Background: an optimization exercise with open tools, aiming at small area. Do not read the settings as production practice. In this exercise RTL edits were held to simulation tests only and were not proved equivalent to the original. No driver is modelled on the clock port, so clocking that relies on it looks cheaper here than on a real chip. No activity file was given, so power comes from the tool's default toggle rates.

## rfid_lock_core
module rfid_lock_core(clk, rst, ms_tick, sec_tick, pf_event, pcd_cs_n, pcd_sck, pcd_mosi, pcd_miso, pcd_rst_n, nv_rd, nv_rdata, nv_wr, nv_wdata, auth_req, auth_uid, auth_ack, auth_match, act_valid, act_unlock, booted
, locked_out, last_result);
==> flow/config.mk <==
export PLATFORM = sky130hd
export DESIGN_NAME = rfid_lock_core
export DESIGN_NICKNAME = rfid_lock_core
export VERILOG_FILES = /design/flow/design.v
export SDC_FILE = /design/flow/constraint.sdc
export NUM_CORES = 4
export LEC_CHECK = 0
export CAP_MARGIN = 20
export CORE_MARGIN = 2
export CORE_UTILIZATION = 40
export PLACE_DENSITY = 0.6
export SLEW_MARGIN = 20
export SYNTH_HIERARCHICAL = 1
export SYNTH_MINIMUM_KEEP_SIZE = 0
==> flow/constraint.sdc <==
create_clock -name core_clock -period 10.0 [get_ports {clk}]
set_input_delay 2.0000 -clock core_clock [delete_from_list [all_inputs] [get_ports {clk}]]
set_output_delay 2.0000 -clock core_clock [all_outputs]
set_load 0.01 [all_outputs]
standard.sh (not shown) runs the stock make flow with config.mk's settings and CLKGATE_MAP_FILE= SYNTH_SCRIPT=/design/flow/synth_recipe.tcl, a recipe that flattens the netlist after the stock synthesis.
==> flow/flow/run.sh <==
#!/bin/bash
# Standard ORFS layout with changes that only affect cell sizes:
#  - every port still gets its own buffer, but a buf_1 instead of the default
#  - logic cells sized up by synthesis start again from drive strength 1
#    before placement's repair_design
#  - CTS uses smaller clock buffers and inserts no dummy loads
set -euo pipefail
HERE=$(pwd)
export BUFFER_PORTS_ARGS="-buffer_cell sky130_fd_sc_hd__buf_1"
export PRE_RESIZE_TCL="$HERE/flow/downsize.tcl"
export CTS_ARGS="-sink_clustering_enable -repair_clock_nets -dont_use_dummy_load -buf_list sky130_fd_sc_hd__clkbuf_8 -sink_clustering_size 23 -sink_clustering_max_diameter 100"
bash standard.sh > standard_flow.log 2>&1
==> flow/flow/downsize.tcl <==
# Sized-up logic cells from synthesis go back to drive strength 1 before
# repair_design, which sizes up again only where slew or load need it.
set n 0
foreach inst [get_cells *] {
  set m [get_property $inst ref_name]
  if {[regexp {^(sky130_fd_sc_hd__[a-z0-9]+)_([0-9]+)$} $m -> base d] && $d > 1} {
    if {[regexp {df|dl|conb|tap|fill|decap|clk} $base]} { continue }
    set lc [get_lib_cells -quiet */${base}_1]
    if {[llength $lc] == 1} {
      replace_cell $inst $lc
      incr n
    }
  }
}
puts "downsize.tcl: $n cells set to drive strength 1"
# repair_design may use at most drive strength 4 for the few nets that need it
set big {}
foreach lc [get_lib_cells */sky130_fd_sc_hd__*] {
  set nm [get_name $lc]
  if {[regexp {^sky130_fd_sc_hd__[a-z0-9]+_(6|8|12|16)$} $nm] && ![regexp {clkbuf|clkinv} $nm]} {
    lappend big $lc
  }
}
set_dont_use $big
puts "downsize.tcl: [llength $big] cells of drive strength 6 or more not used by repair"
The baseline produced a clean layout.
Next try:
--- a/flow/flow/run.sh
+++ b/flow/flow/run.sh
@@ -10,3 +10,4 @@
 export PRE_RESIZE_TCL="$HERE/flow/downsize.tcl"
-export CTS_ARGS="-sink_clustering_enable -repair_clock_nets -dont_use_dummy_load -buf_list sky130_fd_sc_hd__clkbuf_8 -sink_clustering_size 23 -sink_clustering_max_diameter 100"
+export PRE_CTS_TCL="$HERE/flow/prects.tcl"
+export CTS_ARGS="-sink_clustering_enable -repair_clock_nets -dont_use_dummy_load -buf_list sky130_fd_sc_hd__clkbuf_16 -sink_clustering_size 30 -sink_clustering_max_diameter 200"
 bash standard.sh > standard_flow.log 2>&1
==> flow/flow/prects.tcl (new file) <==
set_max_fanout 30 [current_design]
Effect: Clock skew goes down by 0.0098 ns. Setup slack gets better by 0.036 ns. Final cell count is about the same. Routed wire length rose by 0.86%. Non-clock buffer count rose by 2. Synthesized area does not change. Combinational power barely changes. Design area went up by 2.2%. Sequential share of layout area is lower by 0.70 points.
Next try:
--- a/flow/flow/run.sh
+++ b/flow/flow/run.sh
@@ -10,4 +10,3 @@
 export PRE_RESIZE_TCL="$HERE/flow/downsize.tcl"
-export PRE_CTS_TCL="$HERE/flow/prects.tcl"
-export CTS_ARGS="-sink_clustering_enable -repair_clock_nets -dont_use_dummy_load -buf_list sky130_fd_sc_hd__clkbuf_16 -sink_clustering_size 30 -sink_clustering_max_diameter 200"
+export CTS_ARGS="-sink_clustering_enable -repair_clock_nets -dont_use_dummy_load -buf_list sky130_fd_sc_hd__clkbuf_8 -sink_clustering_size 23 -sink_clustering_max_diameter 100"
 bash standard.sh > standard_flow.log 2>&1
CAP_MARGIN = 0   (was 20)
SLEW_MARGIN = 0   (was 20)
removed: flow/flow/prects.tcl
What happened: Total power is lower by a little under a tenth; clock-buffer cell count stays the same; worst setup slack improves by 0.0039 ns; cell area is lower by a few percent; wire length is lower slightly; sequential share of layout area went up by 0.70 points; global-route usage is lower by 0.23 points; hold slack got worse by 0.0096 ns; synthesized area stays the same.

## what the ideal ports hide
The results above use ideal ports. As a check the final layouts listed here were re-extracted and re-timed, cells and wires unchanged.
Step 1 assumes that a clkbuf_16 drives the clock port and a buf_2 every other input.
Step 2 also shifts input and output timing later by t, the mid clock arrival at the registers, as if the neighbouring blocks saw the same clock.
a / b / c = ideal ports / drivers / drivers and shift; a / b = the first two.
| run | t (ns) | slack for setup (ns) | slew at the worst register clock pin (ns) |
|---|---|---|---|
| the first run | 0.398 | 3.942 / 3.904 / 4.302 | 0.09 / 0.09 |
| the second run | 0.378 | 3.977 / 3.936 / 4.314 | 0.07 / 0.07 |
| the third run | 0.393 | 3.981 / 3.947 / 4.341 | 0.09 / 0.09 |
After both steps setup and hold are still met in every run listed.
